Context: an optimization exercise on an open-source flow, tuned for small area, a short achievable clock period and few clock cycles. The choices shown serve that exercise and are no tape-out recipe. Function was checked by simulation only, so behaviour that the tests miss may differ from the original. Power figures rest on the tool's default switching activity, not on a simulated workload.

### design/flow/flow/run.sh
#!/bin/bash
set -euo pipefail
export SETUP_SLACK_MARGIN=6.5
export TNS_END_PERCENT=0
bash standard.sh > standard.log 2>&1
### design/flow/standard.sh
#!/bin/bash
# synth_recipe.tcl (not shown) runs the flow's synth.tcl, then flattens the netlist and writes it again
# the make line also repeats each setting of config.mk as NAME=value (left out here)
make -C /OpenROAD-flow-scripts/flow DESIGN_CONFIG=/design/flow/config.mk WORK_HOME=/design/flow/orfs CLKGATE_MAP_FILE= SYNTH_SCRIPT=/design/flow/synth_recipe.tcl "${@:-finish}"
### design/flow/config.mk
export PLATFORM = sky130hd
export DESIGN_NAME = rtb_arith
export DESIGN_NICKNAME = rtb_arith
export VERILOG_FILES = /design/flow/design.v
export SDC_FILE = /design/flow/constraint.sdc
export NUM_CORES = 4
export LEC_CHECK = 0
export ABC_AREA = 1
export CAP_MARGIN = 20
export CORE_MARGIN = 2
export CORE_UTILIZATION = 40
export PLACE_DENSITY = 0.6
export SLEW_MARGIN = 20
### design/flow/constraint.sdc
create_clock -name core_clock -period 10.0 [get_ports {clk}]
set_input_delay 2.0000 -clock core_clock [delete_from_list [all_inputs] [get_ports {clk}]]
set_output_delay 2.0000 -clock core_clock [all_outputs]
set_load 0.01 [all_outputs]
### design/flow/design.v
module rtb_arith (
    input  wire        clk,
    input  wire        rst,
    input  wire        in_valid,
    output wire        in_ready,
    input  wire [1:0]  op,
    input  wire [31:0] a,
    input  wire [31:0] b,
    output wire        out_valid,
    output wire [31:0] result,
    output wire        fits
);
    reg        rdy, ov, fit_q;
    reg        s_div, s_mul, s_pre, s_post, first;
    reg        is_f, neg;
    reg        big;         
    reg [4:0]  cnt;
    reg [31:0] d;
    reg [31:0] r;
    reg [31:0] q;
    assign in_ready  = rdy;
    assign out_valid = ov;
    assign result    = q;
    assign fits      = fit_q;
    wire [33:0] w   = {r, q[31:30]};
    wire [35:0] x   = {{2{s_mul & w[33]}}, w};
    wire [35:0] t1  = x - {4'b0000, d};
    wire [35:0] t2  = x - {3'b000, d, 1'b0};
    wire [35:0] c3s = x ^ {4'b1111, ~d} ^ {3'b111, ~d, 1'b1};
    wire [35:0] c3c = (x & {4'b1111, ~d}) | (x & {3'b111, ~d, 1'b1})
                    | ({4'b1111, ~d} & {3'b111, ~d, 1'b1});
    wire [36:0] t3c = {c3s, 1'b1} + {c3c[34:0], 1'b1, 1'b1};    
    wire [35:0] t3  = t3c[36:1];
    wire        g1  = ~t1[35];
    wire        g2  = ~t2[35];
    wire        g3  = ~t3[35];
    wire [1:0]  qd  = {g2, g3 | (g1 & ~g2)};
    wire        s3  = s_mul ? (q[1:0] == 2'd3) : g3;
    wire        s2  = s_mul ? (q[1:0] == 2'd2) : (g2 & ~g3);
    wire        s1  = s_mul ? (q[1:0] == 2'd1) : (g1 & ~g2);
    wire        s0  = s_mul ? (q[1:0] == 2'd0) : ~g1;
    wire [35:0] ts  = ({36{s3}} & t3) | ({36{s2}} & t2) | ({36{s1}} & t1) | ({36{s0}} & x);
    wire        qb  = g1;    
    wire skip16 = s_div & ~is_f & first & (q[31:16] < d[15:0]);
    wire [31:0] qneg = ~q + 32'd1;
    wire        last = (cnt == 5'd1);
    wire        nofit = is_f & first & (qb | big);
    reg [31:0] q_e, r_e;       
    always @* begin
        q_e = {q[15:0], 16'd0};
        r_e = {16'd0, q[31:16]};
        if (rdy) begin
            case (op)
                2'd0: begin q_e = 32'd0;        r_e = {2'b00, a[26:0], 3'd0}; end
                2'd1: begin q_e = {8'b11000000, a[23:0]}; r_e = 32'hFBFF_FFFF; end
                2'd2: begin q_e = a;            r_e = 32'd0; end
                default: begin q_e = 32'd0;     r_e = 32'd0; end
            endcase
        end else if (s_pre | s_post) begin
            q_e = qneg;
            r_e = 32'd0;
        end
    end
    wire        step = ~rdy & ~s_pre & ~s_post & ~skip16;
    wire [31:0] r_n  = ~step ? r_e : s_mul ? ts[35:4] : ts[31:0];
    wire [31:0] q_n  = ~step ? q_e
                     : (s_mul & last) ? ~{{3{ts[35]}}, ts[35:7]}
                     : s_mul ? {ts[3:2], 2'b00, q[29:2]}
                     : {q[29:0], qd & ~{2{nofit}}};
    always @(posedge clk) begin
        q  <= q_n;
        r  <= r_n;
        if (rst) begin
            rdy    <= 1'b1;
            ov     <= 1'b0;
            s_div  <= 1'b0;
            s_mul  <= 1'b0;
            s_pre  <= 1'b0;
            s_post <= 1'b0;
        end else begin
            ov <= 1'b0;
            if (rdy && in_valid) begin
                rdy   <= 1'b0;
                fit_q <= 1'b0;
                first <= 1'b1;
                is_f  <= (op == 2'd0);
                neg   <= 1'b0;
                big   <= |a[31:27];
                case (op)
                    2'd0: begin
                        d   <= b;
                        cnt <= 5'd13;
                        s_div <= 1'b1;
                    end
                    2'd1: begin
                        d     <= b;
                        cnt   <= 5'd12;
                        s_mul <= 1'b1;
                    end
                    2'd2: begin
                        d   <= {16'd0, b[15:0]};
                        neg <= a[31];
                        cnt <= 5'd16;
                        if (a[31]) s_pre <= 1'b1;
                        else       s_div <= 1'b1;
                    end
                    default: begin
                        rdy <= 1'b1;
                        ov  <= 1'b1;
                    end
                endcase
            end
            if (s_pre) begin
                s_pre <= 1'b0;
                s_div <= 1'b1;
            end
            if (s_div) begin
                cnt   <= cnt - 5'd1;
                first <= 1'b0;
                if (skip16) begin
                    cnt <= 5'd8;
                end else if (nofit) begin
                    s_div <= 1'b0;
                    rdy   <= 1'b1;
                    ov    <= 1'b1;
                end else if (last) begin
                    s_div <= 1'b0;
                    fit_q <= is_f;
                    if (neg)
                        s_post <= 1'b1;
                    else begin
                        rdy <= 1'b1;
                        ov  <= 1'b1;
                    end
                end
            end
            if (s_post) begin
                s_post <= 1'b0;
                rdy    <= 1'b1;
                ov     <= 1'b1;
            end
            if (s_mul) begin
                cnt <= cnt - 5'd1;
                if (last) begin
                    s_mul <= 1'b0;
                    rdy   <= 1'b1;
                    ov    <= 1'b1;
                end
            end
        end
    end
endmodule
==> impl_metrics.tcl, run 1 <==
set metrics [dict create \
    clock-root-buffer "clkbuf_16" \
    grt_usage 0.3660 \
    fmax_mhz 269.2 \
    cpLargestDelayFamily "simple AND/OR/NAND/NOR gates" \
    p_per_area_mw_per_mm2 258.1 \
    htreeDepth 3 \
    finalCoreUtilization 0.4754 \
    finalCritPeriodShare 0.3715 \
    drc 0 \
    area_growth_pct 17.02 \
    outcome "no timing/DRC/antenna violations" \
    synth_area_mm2 0.01534 \
    synth_largest_area_cell "nand2_1" \
    die_area_mm2 0.03993 \
    numCtsBuffers 9 \
    path_class "flop to flop" \
    synth_fa_ha_area_frac 0.1455 \
    hold_viol_final 0 \
    syn_avg_cell_area_um2 6.084 \
    clock_latency_ns 0.42 \
    io_pins 104 \
    worst_slew_pin_slew_ns 0.9703 \
    ys.flop_type "dfxtp_1" \
    initial_core_util 0.4063 \
    multi_input_area_mm2 0.01131 \
    drive_gt1_frac 0.08633 \
    grt_start_max_net_pins 64 \
    antenna_found_initial 0 \
    die_y_um 199.8 \
    grt_setup_unrepaired "true" \
    detail-route-antenna-nets 0 \
    synth_nets 2748 \
    cap_viol_max_count 0 \
    synth_top_area_share 0.1928 \
    fin_crit_ns 3.715 \
    yosys_warnings 1 \
    nNetsFinal 2863 \
    die_w_um 199.8 \
    grt_pass1_wl_um 106800 \
    worst-path-stages 17 \
    synth-simple-area-share 0.3945 \
    clkSlewWorstSetupHoldPaths_ns 0.10 \
    drt-initial-drc-count 1678 \
    synthTopCellsByArea "nand2_1 (19%), ha_1 (10%), dfxtp_1 (9.0%), inv_1 (8.9%), edfxtp_1 (8.4%)" \
    hold_path.class "flop to flop" \
    finClkSkew_ns 0.01878 \
    crit_required_ns 10.32 \
    synth_edf_count 43 \
    clock-sinks 112 \
    fillCellCount 4011 \
    async_flop_share 0 \
    maxSlewViolCount 0 \
    ff_latch_area_mm2 0.002683 \
    overflow 0 \
    synth_top_family_by_area "simple AND/OR/NAND/NOR gates" \
    num_antenna_cells 0 \
    rows 71 \
    core_mm2 0.03776 \
    ys_ff_latch 112 \
    wire_per_inst_um 23.22 \
    worstPathMaxFanout 18 \
    syn_inst 2521 \
    ff2ff_path_depth 17 \
    cts_tree "built" \
    setup_violations 0 \
    wl_um 73190 \
    cts_buffer_depth 2 \
    slowest_stage "edfxtp_1" \
    synth_compound_area_frac 0.1401 \
    num_vias 18010 \
    yosys-mux-area-fraction 0 \
    path_buf_inv 3 \
    p_leak_nw 8.618 \
    cp_common_cell "nand2_1" \
    worst_setup_path_end_kind "flop" \
    first_pass_iters 6 \
    dp_hpwl_um 58520 \
    port_buffers 103 \
    viasPerCell 5.713 \
    irDropWorstVdd_mv 0.1029 \
    grt_pass1_vias 17260 \
    startpoint_type "flop" \
    gp_routability_congestion 1.055 \
    synth_cell_types 52 \
    path_cells "clkinvlp_4 > buf_4 > ha_1 > nand2_1 > inv_1 > a21oi_1 > nand3_2 > nand2_1 > nand2_2 > a21oi_1 > nand3_2 > nand2_8 > nand3_1 > nand3_1 > nand2_1 > nand3_1 > nand2_1" \
    slew-limit-headroom 0.3524 \
    ys_seq_area_frac 0.1742 \
    min_path_cells 1 \
    setup_tns_ns 0 \
    arrival_ns 4.04 \
    synth_xor_area_frac 0.03540 \
    critPathMaxStageDelay_ns 0.38 \
]
==> area by class of cell <==
class,instances,share of cell area
clock buffers,9,0.01255
clock inverters,7,0.005995
inverters,372,0.08226
multi-input cells,1987,0.6304
flip-flops and latches,112,0.1495
well taps,511,0.03562
repair buffers,150,0.08149
repair inverters,4,0.002231
==> worst paths after layout <==
| check | to | from | slack, ns |
|---|---|---|---|
| setup reg to reg | q[21] | d[8] | 6.29 |
| hold reg to reg | s_pre | s_pre | 0.47 |
| setup / recovery | q[21] | d[8] | 6.29 |
| hold / removal | s_pre | s_pre | 0.47 |
==> synthesized netlist by cell type (10+ instances only) <==
| cell | n |
|---|---|
| inv_1 | 362 |
| nor2_1 | 218 |
| dfxtp_1 | 69 |
| nor3_1 | 29 |
| nand3_2 | 10 |
| o211ai_1 | 14 |
| nand3b_1 | 18 |
| a21o_1 | 10 |
| xor2_1 | 47 |
| edfxtp_1 | 43 |
| a21oi_1 | 165 |
| o21bai_1 | 15 |
| or2_2 | 12 |
| ha_1 | 124 |
| buf_2 | 12 |
| nand2_1 | 788 |
| clkbuf_1 | 21 |
| nand3_1 | 197 |
| o21ai_0 | 92 |
| a22oi_1 | 27 |
| fa_1 | 34 |
| nand4_1 | 68 |
| nand2_2 | 11 |
| xnor2_1 | 15 |
==> sequential cells by signal, indices dropped and copies added, names as in the netlist, 5 cells and up <==
signal and flops:
cnt 5, d 32, q 32, r 32
==> routing by layer <==
layer / share of wire / vias up / global-route usage
li1: - / 8497 / -
met4: 0.075 / 0 / 0.2420
met2: 0.44 / 936 / 0.5836
met1: 0.41 / 8367 / 0.4668
met3: 0.073 / 206 / 0.04402
met5: 0 / - / 0
==> timing repair <==
item,in CTS,in global routing
setup buffers,22,16
gates cloned,5,3
setup endpoints to repair,121,125
hold buffers,0,0
pin swaps,2,11
hold endpoints to repair,0,0
resized for setup,49,59
==> worst register-to-register path, cell delays in order, from the launching register on <==
cell,delay (ns)
edfxtp_1,0.38
clkinvlp_4,0.16
buf_4,0.18
ha_1,0.39
nand2_1,0.12
inv_1,0.10
a21oi_1,0.19
nand3_2,0.26
nand2_1,0.15
nand2_2,0.10
a21oi_1,0.24
nand3_2,0.27
nand2_8,0.30
nand3_1,0.23
nand3_1,0.28
nand2_1,0.10
nand3_1,0.11
nand2_1,0.06
==> logic make-up (layout without fill, tap and decap cells) <==
| logic type | Yosys count | after routing |
|---|---|---|
| and+or+nand+nor | 1389 | 1393 |
| DFF | 112 | 112 |
| buffers and inverters | 426 | 542 |
| adders and majority gates | 158 | 158 |
| AOI/OAI and AO/OA | 374 | 374 |
| xor gates and xnor gates | 62 | 62 |
==> placed cells by master (no fill, tap or decap), drive strengths merged, types with 14 or more instances in the layout <==
master	Yosys	routed
xor2	47	47
nand3b	18	18
inv	371	358
ha	124	124
nor3	35	35
clkdlybuf4s50	0	103
a21oi	166	166
clkinvlp	0	20
nor2	227	228
o211ai	14	14
o21ai	100	100
dfxtp	69	69
buf	33	47
fa	34	34
a22oi	27	27
nand4	68	68
edfxtp	43	43
nand2	807	810
xnor2	15	15
o21bai	15	15
nand3	208	208
==> report_power, final <==
| group | switching (mW) | leakage (nW) | internal, mW |
|---|---|---|---|
| clock network | 0.250 | 0.161 | 0.189 |
| registers | 0.170 | 0.974 | 0.546 |
| logic | 2.40 | 7.48 | 1.07 |
| total | 2.82 | 8.62 | 1.81 |
==> per-stage QoR <==
step                hold WS (ns)  total power, mW  instance area (um^2)  setup slack [ns]  cells
floorplan                 0.4230            2.774                 15350             6.587   2521
global placement          0.4636            3.880                 16790             5.527   3090
detailed placement        0.4516            3.883                 16790             5.538   3090
CTS                       0.4665            4.392                 17560             6.283   3133
global route              0.4993            4.921                 17950             6.203   3152
finish                    0.4717            4.632                 17950             6.285   3152
Testbench counts, summed over its fixed seeds: cycles 34,385.
==> run 2: changes to the inputs <==
==> design/flow/flow/run.sh (replaced) <==
#!/bin/bash
set -euo pipefail
export SETUP_SLACK_MARGIN=7.2
export TNS_END_PERCENT=0
bash standard.sh > standard.log 2>&1
==> run 2 against run 1 <==
Compared with the run above: flip-flop and latch count did not move; worst hold slack better by 0.0096 ns; combinational power rose by 11%; routed wire length up 2.4%; critical path depth grew 1; critical endpoint is now q[19]; highest routed layer unchanged.
==> impl_metrics.tcl, run 2 <==
set metrics [dict create \
    crit_required_ns 10.35 \
    clock-root-buffer "clkbuf_16" \
    grt_util_met1 0.4575 \
    hold_path.class "flop to flop" \
    synth_area_mm2 0.01534 \
    cts_tree "built" \
    irDropWorstVdd_mv 0.1289 \
    drt-initial-drc-count 1825 \
    ys_seq_area_frac 0.1742 \
    ys_ff_latch 112 \
    worstPathMaxFanout 5 \
    ys.flop_type "dfxtp_1" \
    drc 0 \
    maxSlewViolCount 0 \
    antenna_found_initial 0 \
    arrival_ns 3.84 \
    finClkSkew_ns 0.02210 \
    grt_setup_unrepaired "true" \
    syn_inst 2521 \
    slew-limit-headroom 0.3542 \
    layout_common_cells "nand2_1 (750), inv_1 (319), nor2_1 (202), nand3_1 (165), a21oi_1 (138)" \
    reg_top3 "d (32), q (32), r (32)" \
    synth_most_common_cell "nand2_1" \
    grt_pass1_wl_um 109200 \
    clock_latency_ns 0.41 \
    synth_edf_count 43 \
    num_antenna_cells 0 \
    core_mm2 0.03776 \
    synthTopCellsByArea "nand2_1 (19%), ha_1 (10%), dfxtp_1 (9.0%), inv_1 (8.9%), edfxtp_1 (8.4%)" \
    drive_gt1_frac 0.1568 \
    setup_tns_ns 0 \
    met3_usage 0.07241 \
    clkSlewWorstSetupHoldPaths_ns 0.10 \
    wl_um 74940 \
    async_flop_share 0 \
    reg2reg_slack_ns 6.51 \
    fin_crit_ns 3.495 \
    nNetsFinal 2913 \
    htreeDepth 3 \
    hold-path-endpoint "s_pre" \
    final_common_cell "nand2_1" \
    overflow 0 \
    grt-busiest-layer "met2" \
    numCtsBuffers 9 \
    viasPerCell 5.745 \
    worst_setup_path_end_kind "flop" \
    synth_top_area_share 0.1928 \
    synthTopCellsByCount "nand2_1 (788), inv_1 (362), nor2_1 (218)" \
    port_buffers 103 \
    path_class "flop to flop" \
    rows 71 \
    gp_routability_congestion 1.076 \
    crit_path_start "q[30]" \
    grt_pass1_vias 17720 \
    grt_start_max_net_pins 65 \
    p_per_area_mw_per_mm2 261.0 \
    die_area_mm2 0.03993 \
    synth_nets 2748 \
    yosys_warnings 1 \
    startpoint_type "flop" \
    outcome "no timing/DRC/antenna violations" \
    die_y_um 199.8 \
    cap_viol_max_count 0 \
    first_pass_iters 6 \
    fmax_mhz 286.1 \
    dp.cells 3090 \
    ff2ff_path_depth 18 \
    worst_slew_pin_slew_ns 0.9676 \
    synth_cell_types 52 \
    initial_core_util 0.4063 \
    r2r-start "q[30]" \
    io_pins 104 \
    synth_largest_area_cell "nand2_1" \
    r2r_end "q[19]" \
    cts_buffer_depth 2 \
    instances_no_fill 3202 \
    hold_viol_final 0 \
    grt_usage 0.3750 \
    num_vias 18390 \
    dp_hpwl_um 58030 \
    area_growth_pct 24.66 \
    holdCritStartpoint "s_pre" \
    die_w_um 199.8 \
    setup_violations 0 \
    wire_per_inst_um 23.40 \
    detail-route-antenna-nets 0 \
    min_path_cells 1 \
    syn_avg_cell_area_um2 6.084 \
    finalCoreUtilization 0.5064 \
    use_met2 0.6034 \
    p_leak_nw 9.082 \
    finalCritPeriodShare 0.3495 \
    clock-sinks 112 \
]
-- run 2: cell counts after synthesis --
No cell type changed its count.
-- run 2: kinds of logic after synthesis --
kind of cell,Yosys count,synth area share
and+or+nand+nor,1389,0.3945
buffers and inverters,426,0.1102
AOI/OAI and AO/OA,374,0.1401
adders and majority gates,158,0.1455
DFF,112,0.1742
xor gates and xnor gates,62,0.03540
-- run 2: routing by layer --
metal | wire (um) | up-vias | share of wire
met4 | 5771 | 0 | 0.077
li1 | - | 8610 | -
met3 | 6191 | 248 | 0.083
met2 | 33130 | 966 | 0.44
met5 | 0 | - | 0
met1 | 29850 | 8570 | 0.40
-- run 2: cell type report --
class	count	area (um^2)
repair inverters	4	40.04
repair buffers	195	1874
well taps	511	639.4
flip-flops and latches	112	2749
inverters	372	1484
clock inverters	7	80.08
fillers	3925	18630
multi-input cells	1992	12030
clock buffers	9	225.2
-- run 2: repair_timing --
action | 4_1_cts | 5_1_grt
buffers inserted | 62 | 19
pin swaps | 31 | 37
resized for setup | 219 | 92
hold buffers | 0 | 0
setup endpoints to repair | 162 | 165
gates cloned | 14 | 1
-- run 2: power by group --
group | switching, mW | internal (mW)
Clock | 0.228 | 0.180
Sequential | 0.163 | 0.550
Combinational | 2.58 | 1.29
-- run 2: how the worst max path moves through the flow --
stage	endpoint	slack, ns	cells after the start
6_report	q[19]	6.51	18
5_1_grt	r[18]	6.43	19
4_1_cts	q[8]	6.59	21
3_5_place_dp	r[7]	5.50	9
3_3_place_gp	r[7]	5.54	9
2_1_floorplan	d[0]	6.77	4
-- run 2: per-stage QoR --
| step | cell area, um^2 | setup WS, ns | power (mW) | hold slack, ns |
|---|---|---|---|---|
| 3_3_place_gp | 16800 | 5.535 | 3.861 | 0.4657 |
| 3_5_place_dp | 16820 | 5.496 | 3.855 | 0.4611 |
| 6_report | 19120 | 6.505 | 4.991 | 0.4813 |
| 4_1_cts | 18600 | 6.588 | 4.674 | 0.4751 |
| 5_1_grt | 19120 | 6.429 | 5.289 | 0.5092 |
| 2_1_floorplan | 15380 | 6.766 | 2.776 | 0.4230 |
-- run 2: worst max-delay path: stages, from the launching register on --
cell and delay, ns:
dfxtp_4 0.39, inv_2 0.15, ha_1 0.26, inv_1 0.17, fa_2 0.48, nand3_1 0.12
nand2_1 0.12, nand2_1 0.09, nand2_1 0.24, a21oi_4 0.30, nand3b_1 0.19, nand2_1 0.06
nand2_1 0.05, nand2_1 0.07, nand2_1 0.17, nand3_1 0.19, nand2_1 0.14, nand3_1 0.11
nand2_1 0.12
==> run 3: changes to the inputs <==
==> design/flow/flow/run.sh (replaced) <==
#!/bin/bash
set -euo pipefail
export SETUP_SLACK_MARGIN=6.5
export TNS_END_PERCENT=0
export BUFFER_PORTS_ARGS="-buffer_cell sky130_fd_sc_hd__buf_4"
bash standard.sh > standard.log 2>&1
--- a/design/flow/config.mk
+++ b/design/flow/config.mk
@@ -6,5 +6,4 @@
 export NUM_CORES = 4
 export LEC_CHECK = 0
-export ABC_AREA = 1
 export CAP_MARGIN = 20
 export CORE_MARGIN = 2
==> run 3 against run 2 <==
Compared with the run above: sequential power rose by 1%; count of clock-buffer cells in the layout did not move; critical path depth did not move; final cell count fell by 35%; fmax fell by 18%; still clean on timing, DRC and antenna; critical path type unchanged.
==> impl_metrics.tcl, run 3 <==
set metrics [dict create \
    ys.flop_type "dfxtp_1" \
    synth_top_area_share 0.1200 \
    yosys_warnings 1 \
    path_cells "inv_2 > fa_1 > inv_1 > ha_2 > fa_2 > nor2b_4 > o2111ai_4 > a21oi_4 > o2111ai_2 > and3_4 > o211ai_1 > buf_4 > a211oi_4 > or2_4 > buf_4 > buf_4 > a221oi_2 > o211ai_1" \
    worst_slew_pin_slew_ns 0.9688 \
    startpoint_type "flop" \
    reg_top3 "d (32), q (32), r (32)" \
    die_w_um 183.8 \
    drt-initial-drc-count 1637 \
    arrival_ns 4.48 \
    cap_viol_max_count 0 \
    detail-route-antenna-nets 0 \
    cpLargestDelayFamily "compound AO/OA/AOI/OAI gates" \
    ys_seq_area_frac 0.2067 \
    wire_per_inst_um 24.72 \
    core_mm2 0.03172 \
    cp_common_cell "buf_4" \
    wl_um 51790 \
    htreeDepth 3 \
    finClkSkew_ns 0.01252 \
    die_area_mm2 0.03379 \
    syn_avg_cell_area_um2 8.048 \
    antenna_found_initial 0 \
    numCtsBuffers 9 \
    synth_largest_area_cell "ha_1" \
    nNetsFinal 1915 \
    drive_gt1_frac 0.1654 \
    cts_tree "built" \
    synth_compound_area_frac 0.3228 \
    dp_hpwl_um 39280 \
    ff_latch_area_mm2 0.002678 \
    synthTopCellsByArea "ha_1 (12%), dfxtp_1 (11%), edfxtp_1 (10%), a21oi_1 (5.8%), fa_1 (5.3%)" \
    synth_nets 1834 \
    initial_core_util 0.4077 \
    first_pass_iters 12 \
    maxSlewViolCount 0 \
    crit_required_ns 10.23 \
    slew-limit-headroom 0.3541 \
    synth_top_family_by_area "compound AO/OA/AOI/OAI gates" \
    clock-sinks 112 \
    grt_start_max_net_pins 58 \
    gp_routability_congestion 0.9994 \
    synth_most_common_cell "nand2_1" \
    final_common_cell "nand2_1" \
    path_buf_inv 5 \
    worstPathMaxFanout 7 \
    ys_ff_latch 112 \
    path_class "flop to flop" \
    outcome "no timing/DRC/antenna violations" \
    slowest_stage "fa_1" \
    setup_tns_ns 0 \
    hold_ws_ns 0.5257 \
    viasPerCell 6.531 \
    clock-root-buffer "clkbuf_16" \
    cts_buffer_depth 2 \
    fin_crit_ns 4.255 \
    num_vias 13680 \
    fillCellCount 3179 \
    grt_pass1_wl_um 79120 \
    hold_path.class "flop to flop" \
    rows 65 \
    num_antenna_cells 0 \
    clkSlewWorstSetupHoldPaths_ns 0.08 \
    clock_latency_ns 0.39 \
    finalCritPeriodShare 0.4255 \
    critPathMaxStageDelay_ns 0.49 \
    area_growth_pct 16.45 \
    synth_edf_count 43 \
    layout_common_cells "nand2_1 (152), buf_4 (148), a21oi_1 (143), ha_1 (118), o21ai_0 (99)" \
    synthTopCellsByCount "nand2_1 (153), a21oi_1 (150), ha_1 (124)" \
    synth_fa_ha_area_frac 0.1726 \
    grt_usage 0.3081 \
    die_y_um 183.8 \
    grt_pass1_vias 13200 \
    syn_inst 1607 \
    synth_area_mm2 0.01293 \
    worst_setup_path_end_kind "flop" \
    async_flop_share 0 \
    yosys-mux-area-fraction 0.002709 \
    grt_setup_unrepaired "true" \
    setup_violations 0 \
    synth-simple-area-share 0.1715 \
    hold_viol_final 0 \
    synth_cell_types 79 \
    io_pins 104 \
    port_buffers 103 \
    drc 0 \
    multi_input_area_mm2 0.01008 \
    overflow 0 \
    p_per_area_mw_per_mm2 303.6 \
    p_leak_nw 6.195 \
    synth_xor_area_frac 0.07450 \
    irDropWorstVdd_mv 0.1348 \
    fmax_mhz 235.0 \
]
## run 3: area by class of cell
type,instances,share of cell area
Timing Repair Buffer,153,0.07710
Clock inverter,7,0.006564
Multi-Input combinational cell,1337,0.6695
Sequential cell,112,0.1778
Clock buffer,9,0.01496
Inverter,75,0.02069
Tap cell,402,0.03340
## run 3: report_power, final
group	switching (mW)	leakage [nW]	internal, mW
combinational	2.10	5.06	1.31
sequential	0.170	0.977	0.553
clock	0.211	0.158	0.223
## run 3: routing by layer
metal  GRT usage  share of wire  wire, um
met5           0              0         0
met4      0.1459          0.050      2576
met3     0.06121          0.098      5057
met2      0.4598           0.42     21940
met1      0.4257           0.43     22220
## run 3: metrics by stage
| step | worst slack (ns) | power [mW] | cells | area [um^2] | utilization |
|---|---|---|---|---|---|
| floorplan | 6.058 | 2.769 | 1607 | 12940 | - |
| global placement | 4.759 | 3.664 | 2043 | 14010 | 0.4417 |
| detailed placement | 4.677 | 3.657 | 2043 | 14010 | 0.4417 |
| CTS | 5.856 | 4.425 | 2091 | 14970 | 0.4721 |
| global route | 5.573 | 4.841 | 2095 | 15060 | 0.4748 |
| finish | 5.745 | 4.573 | 2095 | 15060 | 0.4748 |
## run 3: logic make-up after synthesis
family	after synthesis
xor+xnor	110
flops	112
buf+inv	160
mux	3
simple gates	460
fa+ha+maj	158
compound gates	604
## run 3: path summary, 6_finish.rpt
kind	startpoint	end	slack, ns	cells past startpoint
worst min-delay path	s_pre	s_pre	0.53	1
worst max register to register	d[0]	r[21]	5.75	18
worst min register to register	s_pre	s_pre	0.53	1
worst max-delay path	d[0]	r[21]	5.75	18
## run 3: repair_timing
action,in CTS,in global routing
pin swaps,18,9
setup buffers,29,4
setup endpoints to repair,74,74
gates cloned,3,0
hold buffers,0,0
resized for setup,92,19
==> run 4: changes to the inputs <==
--- a/design/flow/config.mk
+++ b/design/flow/config.mk
@@ -6,4 +6,5 @@
 export NUM_CORES = 4
 export LEC_CHECK = 0
+export ABC_AREA = 1
 export CAP_MARGIN = 20
 export CORE_MARGIN = 2
==> run 4 against run 3 <==
Compared with the run above: still clean; sequential power fell by 1%; register-to-register slack improved by 0.68 ns; die area grew 18%; final area is 22% higher; total power rose by 7.0%; largest power group unchanged.
==> impl_metrics.tcl, run 4 <==
set metrics [dict create \
    initial_core_util 0.4063 \
    num_vias 18390 \
    clock-root-buffer "clkbuf_16" \
    grt_pass1_vias 17410 \
    detail-route-antenna-nets 0 \
    r2r-start "d[1]" \
    hold_path.class "flop to flop" \
    synth_largest_area_cell "nand2_1" \
    die_w_um 199.8 \
    cts_buffer_depth 2 \
    worst_setup_path_end_kind "flop" \
    numCtsBuffers 9 \
    worstPathMaxFanout 5 \
    ys.flop_type "dfxtp_1" \
    fmax_mhz 279.4 \
    startpoint_type "flop" \
    grt_pass1_wl_um 110700 \
    outcome "no timing/DRC/antenna violations" \
    dp_hpwl_um 60420 \
    clkSlewWorstSetupHoldPaths_ns 0.09 \
    r2r_end "r[13]" \
    final_common_cell "nand2_1" \
    setup_violations 0 \
    p_per_area_mw_per_mm2 267.2 \
    yosys_warnings 1 \
    grt_usage 0.3806 \
    async_flop_share 0 \
    ys_seq_area_frac 0.1742 \
    finClkSkew_ns 0.02577 \
    wl_um 76080 \
    synth_area_mm2 0.01534 \
    syn_inst 2521 \
    viasPerCell 5.799 \
    synth_nets 2748 \
    synth_cell_types 52 \
    num_antenna_cells 0 \
    antenna_found_initial 3 \
    clock_latency_ns 0.41 \
    rows 71 \
    drive_gt1_frac 0.1579 \
    irDropWorstVdd_mv 0.1610 \
    io_pins 104 \
    clock-sinks 112 \
    reg2reg_slack_ns 6.42 \
    hold_viol_final 0 \
    htreeDepth 3 \
    drc 0 \
    cap_viol_max_count 0 \
    core_mm2 0.03776 \
    first_pass_iters 6 \
    gp_routability_congestion 1.073 \
    reg_top3 "d (32), q (32), r (32)" \
    cts_hold_buffers 0 \
    syn_avg_cell_area_um2 6.084 \
    fillCellCount 4035 \
    finalCoreUtilization 0.4852 \
    min_path_cells 1 \
    ff2ff_path_depth 17 \
    crit_required_ns 10.30 \
    die_area_mm2 0.03993 \
    synth_top_area_share 0.1928 \
    drt-initial-drc-count 1888 \
    ys_ff_latch 112 \
    port_buffers 103 \
    nNetsFinal 2882 \
    arrival_ns 3.88 \
    overflow 0 \
    grt_setup_unrepaired "true" \
    synthTopCellsByArea "nand2_1 (19%), ha_1 (10%), dfxtp_1 (9.0%), inv_1 (8.9%), edfxtp_1 (8.4%)" \
    area_growth_pct 19.43 \
    synth_edf_count 43 \
    path_class "flop to flop" \
    p_leak_nw 8.976 \
    synthTopCellsByCount "nand2_1 (788), inv_1 (362), nor2_1 (218)" \
    layout_common_cells "nand2_1 (757), inv_1 (318), nor2_1 (211), nand3_1 (161), a21oi_1 (152)" \
    worst_slew_pin_slew_ns 1.214 \
    wire_per_inst_um 23.99 \
    setup_tns_ns 0 \
    synth_most_common_cell "nand2_1" \
    maxSlewViolCount 0 \
    cts_tree "built" \
    slew-limit-headroom 0.1890 \
    finalCritPeriodShare 0.3579 \
    fin_crit_ns 3.579 \
    holdCritStartpoint "s_pre" \
    grt_start_max_net_pins 60 \
    die_y_um 199.8 \
    hold-path-endpoint "s_pre" \
]
## run 4: layout make-up
class | count | area [um^2] | share of cell area
Tap cell | 511 | 639.4 | 0.03490
Clock buffer | 10 | 229.0 | 0.01250
Clock inverter | 6 | 62.56 | 0.003415
Timing Repair inverter | 3 | 31.28 | 0.001708
Multi-Input combinational cell | 1992 | 11790 | 0.6435
Sequential cell | 112 | 2679 | 0.1462
Inverter | 372 | 1474 | 0.08046
Timing Repair Buffer | 165 | 1415 | 0.07725
## run 4: metal layers
metal	vias to the layer above	track usage	part of all wire	wire length (um)
met1	8544	0.4890	0.41	30930
li1	8544	-	-	-
met3	248	0.05360	0.082	6217
met4	6	0.2272	0.074	5614
met2	1046	0.6085	0.44	33280
met5	-	0	0.00045	34
## run 4: worst max path at each step
| stage | startpoint | endpoint | slack [ns] | cells after the start |
|---|---|---|---|---|
| global route | d[1] | q[6] | 6.32 | 21 |
| detailed placement | op[1] | r[14] | 5.63 | 9 |
| CTS | in_valid | d[28] | 6.45 | 5 |
| floorplan | rst | d[0] | 6.59 | 4 |
| global placement | op[1] | r[14] | 5.53 | 9 |
| finish | d[1] | r[13] | 6.42 | 17 |
## run 4: cell families (layout without fill, tap and decap cells)
logic type	Yosys count	count (layout)	synth area share
flops	112	112	0.1742
xor+xnor	62	62	0.03540
buf+inv	426	556	0.1102
simple gates	1389	1398	0.3945
fa+ha+maj	158	158	0.1455
compound gates	374	374	0.1401
## run 4: through the flow
stage	total power [mW]	hold WS (ns)	setup WS (ns)	area [um^2]	std cells
2_1_floorplan	2.774	0.4230	6.587	15350	2521
3_3_place_gp	3.889	0.4469	5.526	16530	3089
3_5_place_dp	3.876	0.4436	5.634	16530	3089
4_1_cts	4.544	0.4546	6.455	17710	3153
5_1_grt	5.175	0.4834	6.317	18320	3171
6_report	4.894	0.4529	6.421	18320	3171
## run 4: timing repair
item	CTS	global route
setup endpoints to repair	102	68
resized for setup	94	114
pin swaps	8	25
gates cloned	10	2
setup buffers	38	15
## run 4: power by group
| group | switching (mW) | internal (mW) |
|---|---|---|
| clock network | 0.225 | 0.177 |
| registers | 0.169 | 0.545 |
| logic | 2.56 | 1.21 |
| total | 2.96 | 1.94 |
## run 4: critical path, cell delays in order, from the launching register on
cell	delay (ns)
edfxtp_1	0.39
clkinvlp_4	0.17
buf_4	0.16
buf_4	0.16
ha_1	0.19
a21oi_1	0.27
nand2_1	0.26
a21oi_1	0.55
o21bai_1	0.30
nand2_1	0.12
nand2_1	0.06
or2_2	0.28
nand3_1	0.13
nand3_2	0.16
nand2_1	0.09
nand2_1	0.06
nand2_1	0.05
nand2_1	0.06
==> run 5: changes to the inputs <==
==> design/flow/flow/run.sh (replaced) <==
#!/bin/bash
set -euo pipefail
export SETUP_SLACK_MARGIN=6.5
export TNS_END_PERCENT=0
bash standard.sh > standard.log 2>&1
--- a/design/flow/config.mk
+++ b/design/flow/config.mk
@@ -6,5 +6,4 @@
 export NUM_CORES = 4
 export LEC_CHECK = 0
-export ABC_AREA = 1
 export CAP_MARGIN = 20
 export CORE_MARGIN = 2
==> run 5 against run 4 <==
Compared with the run above: final area decreased by 16%; register-to-register slack got worse by 0.66 ns; sequential power increased by 0.8%; fmax decreased by 16%; critical path depth decreased by 3; routed wire length decreased by 32%.
==> impl_metrics.tcl, run 5 <==
set metrics [dict create \
    r2r_end "r[21]" \
    grt_usage 0.3065 \
    first_pass_iters 8 \
    crit_required_ns 10.25 \
    cts_hold_buffers 0 \
    die_area_mm2 0.03379 \
    critPathMaxStageDelay_ns 0.46 \
    synth_nets 1834 \
    reg2reg_slack_ns 5.76 \
    antenna_found_initial 0 \
    die_y_um 183.8 \
    worst_setup_path_end_kind "flop" \
    synth_largest_area_cell "ha_1" \
    worstPathMaxFanout 7 \
    finClkSkew_ns 0.01865 \
    reg_top3 "d (32), q (32), r (32)" \
    finalCritPeriodShare 0.4236 \
    holdCritStartpoint "s_pre" \
    grt_setup_unrepaired "true" \
    maxSlewViolCount 0 \
    detail-route-antenna-nets 0 \
    grt_pass1_wl_um 78140 \
    wire_per_inst_um 24.89 \
    cts_buffer_depth 2 \
    layout_common_cells "nand2_1 (153), a21oi_1 (146), ha_1 (121), clkdlybuf4s50_1 (103), o21ai_0 (96)" \
    num_vias 13710 \
    cpLargestDelayFamily "compound AO/OA/AOI/OAI gates" \
    synthTopCellsByArea "ha_1 (12%), dfxtp_1 (11%), edfxtp_1 (10%), a21oi_1 (5.8%), fa_1 (5.3%)" \
    core_mm2 0.03172 \
    clkPwrFrac 0.094 \
    p_sw_mw 2.503 \
    min_path_cells 1 \
    syn_inst 1607 \
    drc 0 \
    clock-sinks 112 \
    grt_start_max_net_pins 58 \
    cp_common_cell "o211ai_1" \
    hold_viol_final 0 \
    ys_seq_area_frac 0.2067 \
    hold-path-endpoint "s_pre" \
    outcome "no timing/DRC/antenna violations" \
    nNetsFinal 1908 \
    seqPwrFrac 0.156 \
    slew-limit-headroom 0.2448 \
    hold_path.class "flop to flop" \
    area_growth_pct 18.35 \
    p_int_mw 2.122 \
    overflow 0 \
    io_pins 104 \
    p_leak_nw 6.079 \
    htreeDepth 3 \
    port_buffers 103 \
    synth_edf_count 43 \
    wl_um 51970 \
    yosys_warnings 1 \
    ys_ff_latch 112 \
    clkSlewWorstSetupHoldPaths_ns 0.10 \
    startpoint_type "flop" \
    final_common_cell "nand2_1" \
    combPwrFrac 0.750 \
    synth_cell_types 79 \
    irDropWorstVdd_mv 0.1235 \
    drt-met1-wl_um 22600 \
    setup_tns_ns 0 \
    initial_core_util 0.4077 \
    num_antenna_cells 0 \
    drt-initial-drc-count 1789 \
    path_cells "inv_1 > fa_1 > ha_1 > a31o_2 > or2_2 > o2111ai_1 > and3_4 > o211ai_1 > buf_4 > a21boi_4 > buf_12 > a22o_1 > a221oi_2 > o211ai_1" \
    path_buf_inv 3 \
    ff2ff_path_depth 14 \
    rows 65 \
    fmax_mhz 236.0 \
    cts_tree "built" \
    gp_routability_congestion 0.9509 \
    met3WireLength_um 4521 \
    dr_wl_met2_um 22290 \
    preCtsSetupSlack_ns 4.578 \
    setup_violations 0 \
    cap_viol_max_count 0 \
    clock_latency_ns 0.40 \
    switching_share 0.5412 \
    viasPerCell 6.564 \
    p_per_area_mw_per_mm2 302.2 \
    dp_hpwl_um 38930 \
    highest_layer "met4" \
    grt_pass1_vias 13050 \
    path_class "flop to flop" \
    ys.flop_type "dfxtp_1" \
    synthTopCellsByCount "nand2_1 (153), a21oi_1 (150), ha_1 (124)" \
    die_w_um 183.8 \
    place_area_mm2 0.01427 \
    synth_most_common_cell "nand2_1" \
    synth_top_area_share 0.1200 \
    design_area_mm2 0.01531 \
    final.setup.worst_slack_ns 5.764 \
    r2r-start "d[7]" \
    drive_gt1_frac 0.09668 \
    synth_area_mm2 0.01293 \
    worst_slew_pin_slew_ns 1.133 \
    slowest_stage "fa_1" \
    clock-root-buffer "clkbuf_16" \
    arrival_ns 4.49 \
    fin_crit_ns 4.236 \
    syn_avg_cell_area_um2 8.048 \
    numCtsBuffers 9 \
    async_flop_share 0 \
]
run 5: changes by cell type in the layout (fill, tap and decap cells not counted), moves of 36 or more:
cell / previous run / this run
xnor2_1: 15 / 61
nand4_1: 68 / 15
nand3_1: 161 / 40
clkdlybuf4s50_1: 0 / 103
inv_1: 318 / 62
nand3_2: 38 / 0
nor2_1: 211 / 91
a21o_1: 10 / 46
nand2_1: 757 / 153
buf_4: 148 / 35
run 5: how the worst max path moves through the flow:
| stage | start | end | slack (ns) | depth (start not counted) |
|---|---|---|---|---|
| 2_1_floorplan | q[31] | r[16] | 6.06 | 15 |
| 3_3_place_gp | q[31] | r[23] | 4.60 | 15 |
| 3_5_place_dp | q[31] | r[23] | 4.58 | 15 |
| 4_1_cts | d[0] | r[16] | 5.84 | 17 |
| 5_1_grt | d[16] | r[16] | 5.63 | 14 |
| 6_report | d[7] | r[21] | 5.76 | 14 |
run 5: cell families after synthesis:
logic type               count (synthesis)  share of synthesized area
AO/OA/AOI/OAI                          604                     0.3228
adder cells (fa/ha/maj)                158                     0.1726
multiplexers                             3                   0.002709
buffers and inverters                  160                    0.04925
XOR/XNOR                               110                    0.07450
flip-flops                             112                     0.2067
AND/OR/NAND/NOR                        460                     0.1715
run 5: cell type report:
cell class | instances | area (um^2)
Fill cell | 3108 | 16410
Timing Repair Buffer | 145 | 1399
Inverter | 75 | 306.5
Sequential cell | 112 | 2679
Clock inverter | 7 | 98.84
Clock buffer | 9 | 225.2
Multi-Input combinational cell | 1338 | 10090
Tap cell | 402 | 503.0
run 5: metrics by stage:
| step | hold slack [ns] | power (mW) | utilization | std cells |
|---|---|---|---|---|
| floorplan | 0.4483 | 2.769 | - | 1607 |
| global placement | 0.5010 | 3.669 | 0.4499 | 2043 |
| detailed placement | 0.5065 | 3.661 | 0.4499 | 2043 |
| CTS | 0.5182 | 4.482 | 0.4811 | 2087 |
| global route | 0.5460 | 4.868 | 0.4826 | 2088 |
| finish | 0.5144 | 4.625 | 0.4826 | 2088 |
run 5: repair_timing:
| item | CTS | global route |
|---|---|---|
| setup endpoints to repair | 135 | 129 |
| buffers inserted | 24 | 1 |
| gates resized for setup | 95 | 14 |
| gates cloned | 4 | 0 |
| pin swaps | 18 | 6 |
run 5: power by group through the flow:
stage / logic [mW] / clock network (mW) / registers [mW]
3_3_place_gp: 2.95 / 0 / 0.716
4_1_cts: 3.34 / 0.435 / 0.706
6_report: 3.47 / 0.435 / 0.720
2_1_floorplan: 2.12 / 0 / 0.649
5_1_grt: 3.69 / 0.451 / 0.724
3_5_place_dp: 2.95 / 0 / 0.716
run 5: layer usage:
metal  vias to the layer above  GRT usage
met3                       135    0.05012
met5                         -          0
li1                       6243          -
met2                       753     0.4649
met4                         0     0.1453
met1                      6574     0.4238
run 5: worst reg2reg max path: cells and delay by family (launching register included):
kind	cells	cell delay [ns]
buffers and inverters	3	0.70
AO/OA/AOI/OAI	7	1.60
flip-flops	1	0.36
adder cells (fa/ha/maj)	2	0.86
AND/OR/NAND/NOR	2	0.58
==> run 6: changes to the inputs <==
==> design/flow/flow/run.sh (replaced) <==
#!/bin/bash
set -euo pipefail
export SETUP_SLACK_MARGIN=6.5
export TNS_END_PERCENT=0
export BUFFER_PORTS_ARGS="-buffer_cell sky130_fd_sc_hd__buf_1"
bash standard.sh > standard.log 2>&1
==> run 6 against run 5 <==
Compared with the run above: highest routed layer unchanged; count of clock-buffer cells in the layout increased by 3; register-to-register slack worse by 0.08 ns; area after synthesis unchanged; largest cell class unchanged; synthesized cell count did not move.
==> impl_metrics.tcl, run 6 <==
set metrics [dict create \
    clock-root-buffer "clkbuf_16" \
    synth_largest_area_cell "ha_1" \
    path_class "flop to flop" \
    die_w_um 183.8 \
    synth_area_mm2 0.01293 \
    cap_viol_max_count 0 \
    synthTopCellsByCount "nand2_1 (153), a21oi_1 (150), ha_1 (124)" \
    crit_required_ns 10.22 \
    wire_per_inst_um 24.87 \
    clock-sinks 112 \
    grt_setup_unrepaired "true" \
    outcome "no timing/DRC/antenna violations" \
    drt-initial-drc-count 1427 \
    rows 65 \
    htreeDepth 3 \
    gp_routability_congestion 0.9849 \
    worst_setup_path_end_kind "flop" \
    drc 0 \
    numCtsBuffers 9 \
    syn_avg_cell_area_um2 8.048 \
    synth_top_area_share 0.1200 \
    ys.flop_type "dfxtp_1" \
    port_buffers 103 \
    place_area_mm2 0.01360 \
    worst_slew_pin_slew_ns 1.064 \
    antenna_found_initial 1 \
    dp_hpwl_um 39500 \
    viasPerCell 6.524 \
    cts_tree "built" \
    maxSlewViolCount 0 \
    synth_nets 1834 \
    io_pins 104 \
    synth_edf_count 43 \
    area_growth_pct 15.54 \
    min_path_cells 1 \
    hold_viol_final 0 \
    grt_pass1_wl_um 78320 \
    ys_seq_area_frac 0.2067 \
    finClkSkew_ns 0.01025 \
    grt_pass1_vias 13030 \
    fmax_mhz 231.6 \
    setup_violations 0 \
    core_mm2 0.03172 \
    fillCellCount 3240 \
    num_vias 13710 \
    grt_usage 0.3035 \
    first_pass_iters 6 \
    grt_start_max_net_pins 57 \
    slowest_stage "or4b_2" \
    num_antenna_cells 0 \
    syn_inst 1607 \
    fin_crit_ns 4.318 \
    overflow 0 \
    arrival_ns 4.53 \
    initial_core_util 0.4077 \
    reg2reg_slack_ns 5.68 \
    hold-path-endpoint "s_pre" \
    path_buf_inv 3 \
    p_per_area_mw_per_mm2 317.2 \
    clock_latency_ns 0.39 \
    design_area_mm2 0.01494 \
    setup_tns_ns 0 \
    p_leak_nw 5.869 \
    reg_top3 "d (32), q (32), r (32)" \
    final_common_cell "nand2_1" \
    wl_um 52280 \
    yosys_warnings 1 \
    holdCritStartpoint "s_pre" \
    path_cells "clkinvlp_4 > buf_4 > ha_1 > or4b_2 > a211o_1 > nand2_2 > buf_4 > nand2_1 > a221oi_1 > a221oi_1" \
    slew-limit-headroom 0.2904 \
    async_flop_share 0 \
    cpLargestDelayFamily "simple AND/OR/NAND/NOR gates" \
    synth_cell_types 79 \
    r2r-start "d[15]" \
    r2r_end "r[14]" \
    ff2ff_path_depth 10 \
    irDropWorstVdd_mv 0.1356 \
    layout_common_cells "nand2_1 (148), a21oi_1 (138), ha_1 (110), buf_1 (103), o21ai_0 (95)" \
    die_y_um 183.8 \
    worstPathMaxFanout 25 \
    cts_buffer_depth 2 \
    hold_path.class "flop to flop" \
    startpoint_type "flop" \
    drive_gt1_frac 0.1294 \
    ys_ff_latch 112 \
    synthTopCellsByArea "ha_1 (12%), dfxtp_1 (11%), edfxtp_1 (10%), a21oi_1 (5.8%), fa_1 (5.3%)" \
    critPathMaxStageDelay_ns 0.80 \
    finalCritPeriodShare 0.4318 \
    clkSlewWorstSetupHoldPaths_ns 0.09 \
    die_area_mm2 0.03379 \
    detail-route-antenna-nets 0 \
    nNetsFinal 1922 \
    synth_most_common_cell "nand2_1" \
]
==> run 6: cell count changes in the layout (fill, tap and decap cells not counted), sizes merged <==
cell           before  now
clkinv              2    0
bufinv              2    0
clkinvlp            6    4
buf                42  158
clkdlybuf4s50     103    0
a21boi              5    4
clkbuf              9   14
inv                72   75
==> run 6: per-layer routing <==
| layer | part of all wire | track usage | wire length, um |
|---|---|---|---|
| met4 | 0.048 | 0.1437 | 2494 |
| met2 | 0.43 | 0.4629 | 22560 |
| met1 | 0.43 | 0.4263 | 22730 |
| met3 | 0.086 | 0.03586 | 4488 |
| met5 | 0 | 0 | 0 |
==> run 6: kinds of logic (layout without fill, tap and decap cells) <==
logic type      after synthesis  count (layout)  share of synthesized area
compound gates              604             604                     0.3228
xor+xnor                    110             110                    0.07450
fa+ha+maj                   158             158                     0.1726
buf+inv                     160             251                    0.04925
flops                       112             112                     0.2067
mux                           3               4                   0.002709
simple gates                460             461                     0.1715
==> run 6: where the power goes <==
part	total [mW]	switching, mW	leakage [nW]	internal (mW)
registers	0.722	0.168	0.977	0.553
logic	3.64	2.21	4.76	1.43
clock network	0.382	0.208	0.133	0.174
==> run 6: cell type report <==
type,instances,area (um^2),share of cell area
repair buffers,160,905.9,0.06063
clock buffers,12,236.5,0.01583
clock inverters,4,35.03,0.002345
well taps,402,503.0,0.03366
inverters,75,309.0,0.02068
multi-input cells,1337,10270,0.6876
flip-flops and latches,112,2679,0.1793
==> run 6: how the worst max path moves through the flow <==
stage	startpoint	end	slack (ns)	cells past startpoint
after floorplan	q[31]	r[16]	6.06	15
after global placement	q[31]	r[10]	4.57	14
after detailed placement	d[1]	r[20]	4.79	16
after CTS	d[1]	r[20]	5.75	17
after global routing	d[13]	q[19]	5.62	19
final	d[15]	r[14]	5.68	10
==> run 6: what timing repair did <==
item / CTS / global route
cloned: 2 / 3
resized for setup: 72 / 94
buffers inserted: 18 / 22
hold buffers: 0 / 0
pin swaps: 10 / 25
endpoints found under the setup margin: 98 / 99
==> run 6: per-stage QoR <==
step	power (mW)	hold WS, ns	utilization	worst slack (ns)	instances
2_1_floorplan	2.769	0.4483	-	6.058	1607
4_1_cts	4.288	0.5327	0.4518	5.752	2077
3_3_place_gp	3.638	0.5031	0.4289	4.573	2041
5_1_grt	4.988	0.5843	0.4711	5.620	2102
6_report	4.740	0.5305	0.4711	5.682	2102
3_5_place_dp	3.637	0.5079	0.4289	4.791	2041
==> run 7: changes to the inputs <==
==> design/flow/flow/run.sh (replaced) <==
#!/bin/bash
set -euo pipefail
export SETUP_SLACK_MARGIN=6.5
export TNS_END_PERCENT=0
export BUFFER_PORTS_ARGS="-buffer_cell sky130_fd_sc_hd__buf_2"
bash standard.sh > standard.log 2>&1
==> run 7 against run 6 <==
Compared with the run above: critical path depth rose by 5; total power shrank 5.5%; final cell count shrank 0.90%; global-route usage fell by 0.55 points; synthesized cell count did not move; clock skew is 0.0028 ns higher; register-to-register slack improved by 0.04 ns; clock power rose by 5.8%; final area down 1.8%; count of clock-buffer cells in the layout decreased by 1; sequential power is 0.8% higher; critical path type unchanged; highest routed layer unchanged.
==> impl_metrics.tcl, run 7 <==
set metrics [dict create \
    ff2ff_path_depth 15 \
    synth_most_common_cell "nand2_1" \
    grt_pass1_vias 13120 \
    crit_required_ns 10.28 \
    ys.flop_type "dfxtp_1" \
    reg2reg_slack_ns 5.72 \
    critPathMaxStageDelay_ns 0.47 \
    irDropWorstVdd_mv 0.1098 \
    r2r-start "d[9]" \
    slew-limit-headroom 0.3426 \
    wl_um 51050 \
    synthTopCellsByArea "ha_1 (12%), dfxtp_1 (11%), edfxtp_1 (10%), a21oi_1 (5.8%), fa_1 (5.3%)" \
    r2r_end "q[5]" \
    area_growth_pct 13.50 \
    grt_setup_unrepaired "true" \
    finalCoreUtilization 0.4628 \
    finalCritPeriodShare 0.4279 \
    synth_area_mm2 0.01293 \
    startpoint_type "flop" \
    cap_viol_max_count 0 \
    design_area_mm2 0.01468 \
    path_cells "inv_4 > fa_1 > ha_4 > a21o_1 > a31o_2 > or2_2 > o2111ai_2 > and3_4 > o211ai_1 > a211oi_2 > nor2_2 > clkbuf_4 > o221a_2 > a31oi_2 > o21ai_0" \
    arrival_ns 4.56 \
    cts_buffer_depth 2 \
    final_common_cell "nand2_1" \
    dp_hpwl_um 38940 \
    instances_no_fill 2083 \
    grt_usage 0.2980 \
    holdCritStartpoint "s_pre" \
    clock-root-buffer "clkbuf_16" \
    syn_inst 1607 \
    rows 65 \
    clock_latency_ns 0.40 \
    antenna_found_initial 0 \
    drt-initial-drc-count 1475 \
    synth_top_area_share 0.1200 \
    grt_pass1_wl_um 76930 \
    gp_routability_congestion 1.013 \
    reg_top3 "d (32), q (32), r (32)" \
    synth_nets 1834 \
    setup_tns_ns 0 \
    ys_ff_latch 112 \
    maxSlewViolCount 0 \
    io_pins 104 \
    endpoint "q[5]" \
    cts_hold_buffers 0 \
    dp.cells 2044 \
    overflow 0 \
    crit_path_start "d[9]" \
    setup_violations 0 \
    worstPathMaxFanout 10 \
    p_leak_nw 6.057 \
    num_vias 13730 \
    synthTopCellsByCount "nand2_1 (153), a21oi_1 (150), ha_1 (124)" \
    layout_common_cells "nand2_1 (152), a21oi_1 (144), ha_1 (119), buf_2 (103), o21ai_0 (100)" \
    fin_crit_ns 4.279 \
    worst_setup_path_end_kind "flop" \
    ys_seq_area_frac 0.2067 \
    clock-sinks 112 \
    drc 0 \
    die_area_mm2 0.03379 \
    yosys_warnings 1 \
    first_pass_iters 9 \
    port_buffers 103 \
    viasPerCell 6.590 \
    path_class "flop to flop" \
    worst_slew_pin_slew_ns 0.9759 \
    p_per_area_mw_per_mm2 305.2 \
    cts_tree "built" \
    wire_per_inst_um 24.51 \
    outcome "no timing/DRC/antenna violations" \
    finClkSkew_ns 0.01302 \
    die_y_um 183.8 \
    num_antenna_cells 0 \
    nNetsFinal 1903 \
    detail-route-antenna-nets 0 \
    grt_start_max_net_pins 57 \
    drive_gt1_frac 0.1553 \
    clkSlewWorstSetupHoldPaths_ns 0.09 \
    async_flop_share 0 \
    fmax_mhz 233.7 \
    initial_core_util 0.4077 \
    synth_edf_count 43 \
    die_w_um 183.8 \
    numCtsBuffers 9 \
    synth_cell_types 79 \
    slowest_stage "fa_1" \
    hold_viol_final 0 \
    hold_path.class "flop to flop" \
    synth_largest_area_cell "ha_1" \
    htreeDepth 3 \
    core_mm2 0.03172 \
    place_area_mm2 0.01375 \
    syn_avg_cell_area_um2 8.048 \
]
## run 7: cell families after synthesis
logic type,Yosys count,synth area share
adder cells (fa/ha/maj),158,0.1726
flip-flops,112,0.2067
buffers and inverters,160,0.04925
multiplexers,3,0.002709
XOR/XNOR,110,0.07450
AO/OA/AOI/OAI,604,0.3228
AND/OR/NAND/NOR,460,0.1715
## run 7: where the power goes
group | switching (mW) | internal [mW] | total (mW) | leakage (nW)
clock | 0.215 | 0.189 | 0.404 | 0.151
sequential | 0.175 | 0.553 | 0.728 | 0.977
combinational | 2.08 | 1.27 | 3.35 | 4.93
total | 2.47 | 2.01 | 4.48 | 6.06
## run 7: cell type report
| cell class | instances | area (um^2) |
|---|---|---|
| Sequential cell | 112 | 2678 |
| Fill cell | 3185 | 17040 |
| Clock inverter | 5 | 50.05 |
| Timing Repair Buffer | 142 | 853.3 |
| Tap cell | 402 | 503.0 |
| Clock buffer | 11 | 252.7 |
| Inverter | 75 | 309.0 |
| Multi-Input combinational cell | 1336 | 10030 |
## run 7: what timing repair did
action	4_1_cts	5_1_grt
endpoints found under the setup margin	74	90
pin swaps	15	9
resized for setup	79	20
cloned	1	1
buffers inserted	20	1
## run 7: worst max-delay path, delay by kind of cell (launching register included)
family | cells | cell delay, ns
DFF | 1 | 0.42
and+or+nand+nor | 3 | 0.69
adders and majority gates | 2 | 0.76
AOI/OAI and AO/OA | 8 | 1.87
buffers and inverters | 2 | 0.40
## run 7: how the worst min path moves through the flow
stage,end,cells past startpoint
2_1_floorplan,s_pre,1
3_3_place_gp,s_pre,1
3_5_place_dp,s_pre,1
4_1_cts,s_pre,1
5_1_grt,s_pre,1
6_report,s_pre,1
## run 7: layer usage
layer / wire length, um / part of all wire / global-route usage / vias to the layer above
met4: 2414 / 0.047 / 0.1344 / 0
met3: 4973 / 0.097 / 0.04933 / 121
met5: 0 / 0 / 0 / -
met1: 21960 / 0.43 / 0.4111 / 6543
li1: - / - / - / 6231
met2: 21700 / 0.43 / 0.4562 / 832
## run 7: per-stage QoR
step                      worst slack [ns]  hold WS (ns)  total power [mW]
final                                5.721        0.5161             4.480
after global routing                 5.635        0.5335             4.723
after CTS                            5.875        0.5146             4.315
after detailed placement             4.817        0.5017             3.624
after global placement               5.003        0.5021             3.624
after floorplan                      6.058        0.4483             2.769
==> run 8: changes to the inputs <==
--- a/design/flow/config.mk
+++ b/design/flow/config.mk
@@ -9,4 +9,5 @@
 export CORE_MARGIN = 2
 export CORE_UTILIZATION = 40
+export GPL_TIMING_DRIVEN = 1
 export PLACE_DENSITY = 0.6
 export SLEW_MARGIN = 20
==> run 8 against run 7 <==
Compared with the run above: via count unchanged; first-iteration DRC count unchanged; global-route usage unchanged; worst hold slack unchanged; clock power about the same; area after synthesis unchanged; clock skew unchanged; final cell count unchanged; critical path depth unchanged; highest routed layer unchanged.
==> impl_metrics.tcl, run 8 <==
set metrics [dict create \
    outcome "no timing/DRC/antenna violations" \
    synth_largest_area_cell "ha_1" \
    place_area_mm2 0.01375 \
    hold_viol_final 0 \
    fmax_mhz 233.7 \
    worst_slew_pin_slew_ns 0.9759 \
    wl_um 51050 \
    numCtsBuffers 9 \
    async_flop_share 0 \
    overflow 0 \
    final_common_cell "nand2_1" \
    die_y_um 183.8 \
    ff_latch_area_mm2 0.002678 \
    layout_common_cells "nand2_1 (152), a21oi_1 (144), ha_1 (119), buf_2 (103), o21ai_0 (100)" \
    path_cells "inv_4 > fa_1 > ha_4 > a21o_1 > a31o_2 > or2_2 > o2111ai_2 > and3_4 > o211ai_1 > a211oi_2 > nor2_2 > clkbuf_4 > o221a_2 > a31oi_2 > o21ai_0" \
    setup_violations 0 \
    die_w_um 183.8 \
    multi_input_area_mm2 0.01003 \
    finClkSkew_ns 0.01302 \
    arrival_ns 4.56 \
    p_per_area_mw_per_mm2 305.2 \
    wire_per_inst_um 24.51 \
    synthTopCellsByArea "ha_1 (12%), dfxtp_1 (11%), edfxtp_1 (10%), a21oi_1 (5.8%), fa_1 (5.3%)" \
    grt_pass1_wl_um 76930 \
    p_leak_nw 6.057 \
    synth_most_common_cell "nand2_1" \
    finalCoreUtilization 0.4628 \
    path_buf_inv 2 \
    hold_ws_ns 0.5161 \
    nNetsFinal 1903 \
    drt-initial-drc-count 1475 \
    path_class "flop to flop" \
    dp_hpwl_um 38940 \
    synth_area_mm2 0.01293 \
    design_area_mm2 0.01468 \
    synth_edf_count 43 \
    cts_tree "built" \
    first_pass_iters 9 \
    drive_gt1_frac 0.1553 \
    rows 65 \
    clock-sinks 112 \
    worstPathMaxFanout 10 \
    ys_seq_area_frac 0.2067 \
    gp_routability_congestion 1.013 \
    htreeDepth 3 \
    area_growth_pct 13.50 \
    finalCritPeriodShare 0.4279 \
    grt_start_max_net_pins 57 \
    fillCellCount 3185 \
    syn_inst 1607 \
    viasPerCell 6.590 \
    num_vias 13730 \
    irDropWorstVdd_mv 0.1098 \
    ys_ff_latch 112 \
    core_mm2 0.03172 \
    cap_viol_max_count 0 \
    grt_setup_unrepaired "true" \
    setup_tns_ns 0 \
    clkSlewWorstSetupHoldPaths_ns 0.09 \
    cts_buffer_depth 2 \
    synthTopCellsByCount "nand2_1 (153), a21oi_1 (150), ha_1 (124)" \
    clock-root-buffer "clkbuf_16" \
    slew-limit-headroom 0.3426 \
    fin_crit_ns 4.279 \
    maxSlewViolCount 0 \
    worst_setup_path_end_kind "flop" \
    cpLargestDelayFamily "compound AO/OA/AOI/OAI gates" \
    yosys_warnings 1 \
    critPathMaxStageDelay_ns 0.47 \
    synth_cell_types 79 \
    slowest_stage "fa_1" \
    die_area_mm2 0.03379 \
    io_pins 104 \
    ys.flop_type "dfxtp_1" \
    initial_core_util 0.4077 \
    antenna_found_initial 0 \
    preCtsSetupSlack_ns 4.817 \
    syn_avg_cell_area_um2 8.048 \
    final.setup.worst_slack_ns 5.721 \
    port_buffers 103 \
    startpoint_type "flop" \
    crit_required_ns 10.28 \
    clock_latency_ns 0.40 \
    num_antenna_cells 0 \
    hold_path.class "flop to flop" \
    grt_pass1_vias 13120 \
    synth_top_area_share 0.1200 \
    reg_top3 "d (32), q (32), r (32)" \
    grt_usage 0.2980 \
    synth_nets 1834 \
    detail-route-antenna-nets 0 \
    drc 0 \
]
==> run 8: cell counts after synthesis <==
No cell type changed its count.
==> run 8: repair_timing <==
item	CTS	global route
setup buffers	20	1
resized for setup	79	20
pin swaps	15	9
cloned	1	1
hold buffers	0	0
endpoints found under the setup margin	74	90
==> run 8: path summary, 6_finish.rpt <==
check | start | endpoint | slack (ns) | cells past startpoint
worst min-delay path | s_pre | s_pre | 0.52 | 1
worst min register to register | s_pre | s_pre | 0.52 | 1
worst max register to register | d[9] | q[5] | 5.72 | 15
worst max-delay path | d[9] | q[5] | 5.72 | 15
==> run 8: metrics by stage <==
stage / instances / power [mW]
after floorplan: 1607 / 2.769
after global placement: 2044 / 3.624
after detailed placement: 2044 / 3.624
after CTS: 2081 / 4.315
after global routing: 2083 / 4.723
final: 2083 / 4.480
==> run 8: layout make-up <==
class	count	area share
Clock inverter	5	0.003410
Timing Repair Buffer	142	0.05814
Clock buffer	11	0.01722
Sequential cell	112	0.1824
Inverter	75	0.02106
Tap cell	402	0.03427
Multi-Input combinational cell	1336	0.6835
==> run 8: routing by layer <==
| metal | global-route usage | vias to the layer above | part of all wire |
|---|---|---|---|
| li1 | - | 6231 | - |
| met1 | 0.4111 | 6543 | 0.43 |
| met2 | 0.4562 | 832 | 0.43 |
| met3 | 0.04933 | 121 | 0.097 |
| met4 | 0.1344 | 0 | 0.047 |
| met5 | 0 | - | 0 |
==> run 8: logic make-up (layout without fill, tap and decap cells) <==
kind of cell	count (synthesis)	count (layout)	share of synthesized area
AO/OA/AOI/OAI	604	604	0.3228
AND/OR/NAND/NOR	460	460	0.1715
buffers and inverters	160	233	0.04925
adder cells (fa/ha/maj)	158	158	0.1726
flip-flops	112	112	0.2067
XOR/XNOR	110	110	0.07450
multiplexers	3	4	0.002709
==> run 8: power by group <==
group          internal (mW)  leakage (nW)  switching, mW
registers              0.553         0.977          0.175
logic                   1.27          4.93           2.08
clock network          0.189         0.151          0.215
total                   2.01          6.06           2.47
==> run 9: changes to the inputs <==
--- a/design/flow/config.mk
+++ b/design/flow/config.mk
@@ -9,5 +9,4 @@
 export CORE_MARGIN = 2
 export CORE_UTILIZATION = 40
-export GPL_TIMING_DRIVEN = 1
 export PLACE_DENSITY = 0.6
 export SLEW_MARGIN = 20
==> run 9 against run 8 <==
Compared with the run above: count of clock-buffer cells in the layout unchanged; area after synthesis is the same; flip-flop and latch count did not move; final area did not move; final cell count is the same; die area is the same; first-iteration DRC count stayed put.
==> impl_metrics.tcl, run 9 <==
set metrics [dict create \
    outcome "no timing/DRC/antenna violations" \
    die_w_um 183.8 \
    syn_avg_cell_area_um2 8.048 \
    dp_hpwl_um 38940 \
    finalCritPeriodShare 0.4279 \
    synth_largest_area_cell "ha_1" \
    ys_ff_latch 112 \
    ys_seq_area_frac 0.2067 \
    grt_pass1_wl_um 76930 \
    finalCoreUtilization 0.4628 \
    first_pass_iters 9 \
    layout_common_cells "nand2_1 (152), a21oi_1 (144), ha_1 (119), buf_2 (103), o21ai_0 (100)" \
    core_mm2 0.03172 \
    reg2reg_slack_ns 5.72 \
    final_common_cell "nand2_1" \
    num_antenna_cells 0 \
    clkSlewWorstSetupHoldPaths_ns 0.09 \
    clock_latency_ns 0.40 \
    async_flop_share 0 \
    synthTopCellsByCount "nand2_1 (153), a21oi_1 (150), ha_1 (124)" \
    hold_viol_final 0 \
    die_area_mm2 0.03379 \
    fin_crit_ns 4.279 \
    cap_viol_max_count 0 \
    clock-sinks 112 \
    grt_pass1_vias 13120 \
    grt_start_max_net_pins 57 \
    die_y_um 183.8 \
    area_growth_pct 13.50 \
    clock-root-buffer "clkbuf_16" \
    viasPerCell 6.590 \
    maxSlewViolCount 0 \
    slew-limit-headroom 0.3426 \
    arrival_ns 4.56 \
    finClkSkew_ns 0.01302 \
    irDropWorstVdd_mv 0.1098 \
    port_buffers 103 \
    num_vias 13730 \
    wire_per_inst_um 24.51 \
    gp_routability_congestion 1.013 \
    synthTopCellsByArea "ha_1 (12%), dfxtp_1 (11%), edfxtp_1 (10%), a21oi_1 (5.8%), fa_1 (5.3%)" \
    wl_um 51050 \
    critPathMaxStageDelay_ns 0.47 \
    p_leak_nw 6.057 \
    grt_setup_unrepaired "true" \
    path_class "flop to flop" \
    antenna_found_initial 0 \
    overflow 0 \
    syn_inst 1607 \
    reg_top3 "d (32), q (32), r (32)" \
    cts_tree "built" \
    detail-route-antenna-nets 0 \
    synth_most_common_cell "nand2_1" \
    nNetsFinal 1903 \
    p_per_area_mw_per_mm2 305.2 \
    io_pins 104 \
    yosys_warnings 1 \
    initial_core_util 0.4077 \
    setup_tns_ns 0 \
    worstPathMaxFanout 10 \
    path_cells "inv_4 > fa_1 > ha_4 > a21o_1 > a31o_2 > or2_2 > o2111ai_2 > and3_4 > o211ai_1 > a211oi_2 > nor2_2 > clkbuf_4 > o221a_2 > a31oi_2 > o21ai_0" \
    cts_buffer_depth 2 \
    numCtsBuffers 9 \
    grt_usage 0.2980 \
    startpoint_type "flop" \
    drive_gt1_frac 0.1553 \
    worst_slew_pin_slew_ns 0.9759 \
    synth_cell_types 79 \
    slowest_stage "fa_1" \
    ys.flop_type "dfxtp_1" \
    synth_area_mm2 0.01293 \
    fmax_mhz 233.7 \
    hold_path.class "flop to flop" \
    drt-initial-drc-count 1475 \
    rows 65 \
    htreeDepth 3 \
    synth_nets 1834 \
    synth_top_area_share 0.1200 \
    drc 0 \
    setup_violations 0 \
    hold_ws_ns 0.5161 \
    synth_edf_count 43 \
    worst_setup_path_end_kind "flop" \
    crit_required_ns 10.28 \
    fillCellCount 3185 \
]
==> run 9: cell counts in the layout (fill, tap and decap cells not counted) <==
Identical to the previous run, type by type.
==> run 9: final cells by class <==
class                      count  area, um^2  share of cell area
clock buffer                  11       252.7             0.01722
clock inverter                 5       50.05            0.003410
inverter                      75       309.0             0.02106
multi-input combinational   1336       10030              0.6835
sequential                   112        2678              0.1824
tap                          402       503.0             0.03427
timing repair buffer         142       853.3             0.05814
==> run 9: worst paths after layout <==
check	startpoint	endpoint	cells after the start
max	d[9]	q[5]	15
min	s_pre	s_pre	1
max reg2reg	d[9]	q[5]	15
min reg2reg	s_pre	s_pre	1
==> run 9: timing repair <==
action                                  in CTS  in global routing
resized for setup                           79                 20
gates cloned                                 1                  1
endpoints found under the setup margin      74                 90
buffers inserted                            20                  1
endpoints found under the hold margin        0                  0
pin swaps                                   15                  9
hold buffers                                 0                  0
==> run 9: kinds of logic (layout without fill, tap and decap cells) <==
group	count (synthesis)	after routing	synth area share
fa+ha+maj	158	158	0.1726
buf+inv	160	233	0.04925
mux	3	4	0.002709
simple gates	460	460	0.1715
compound gates	604	604	0.3228
xor+xnor	110	110	0.07450
flops	112	112	0.2067
==> run 9: stage by stage <==
stage / total power, mW / instance area (um^2) / worst slack (ns) / std cells
2_1_floorplan: 2.769 / 12940 / 6.058 / 1607
3_3_place_gp: 3.624 / 13750 / 5.003 / 2044
3_5_place_dp: 3.624 / 13750 / 4.817 / 2044
4_1_cts: 4.315 / 14580 / 5.875 / 2081
5_1_grt: 4.723 / 14680 / 5.635 / 2083
6_report: 4.480 / 14680 / 5.721 / 2083
==> run 9: routing by layer <==
| metal | part of all wire | up-vias | GRT usage |
|---|---|---|---|
| met5 | 0 | - | 0 |
| met4 | 0.047 | 0 | 0.1344 |
| met3 | 0.097 | 121 | 0.04933 |
| met2 | 0.43 | 832 | 0.4562 |
| met1 | 0.43 | 6543 | 0.4111 |
| li1 | - | 6231 | - |
==> run 9: critical path, delay by kind of cell, from the launching register on <==
kind / cells / cell delay [ns]
AOI/OAI and AO/OA: 8 / 1.87
adders and majority gates: 2 / 0.76
and+or+nand+nor: 3 / 0.69
DFF: 1 / 0.42
buffers and inverters: 2 / 0.40
==> run 9: where the power goes <==
group          internal, mW  switching, mW  total (mW)
Sequential            0.553          0.175       0.728
Clock                 0.189          0.215       0.404
Combinational          1.27           2.08        3.35

Check on run 9: ideal ports give 5.721 ns setup slack; a clkbuf_16 on the clock port and buf_2 on the inputs give 5.721 ns; moving port delays by the midpoint clock arrival (0.443 ns) as well gives 5.721 ns.
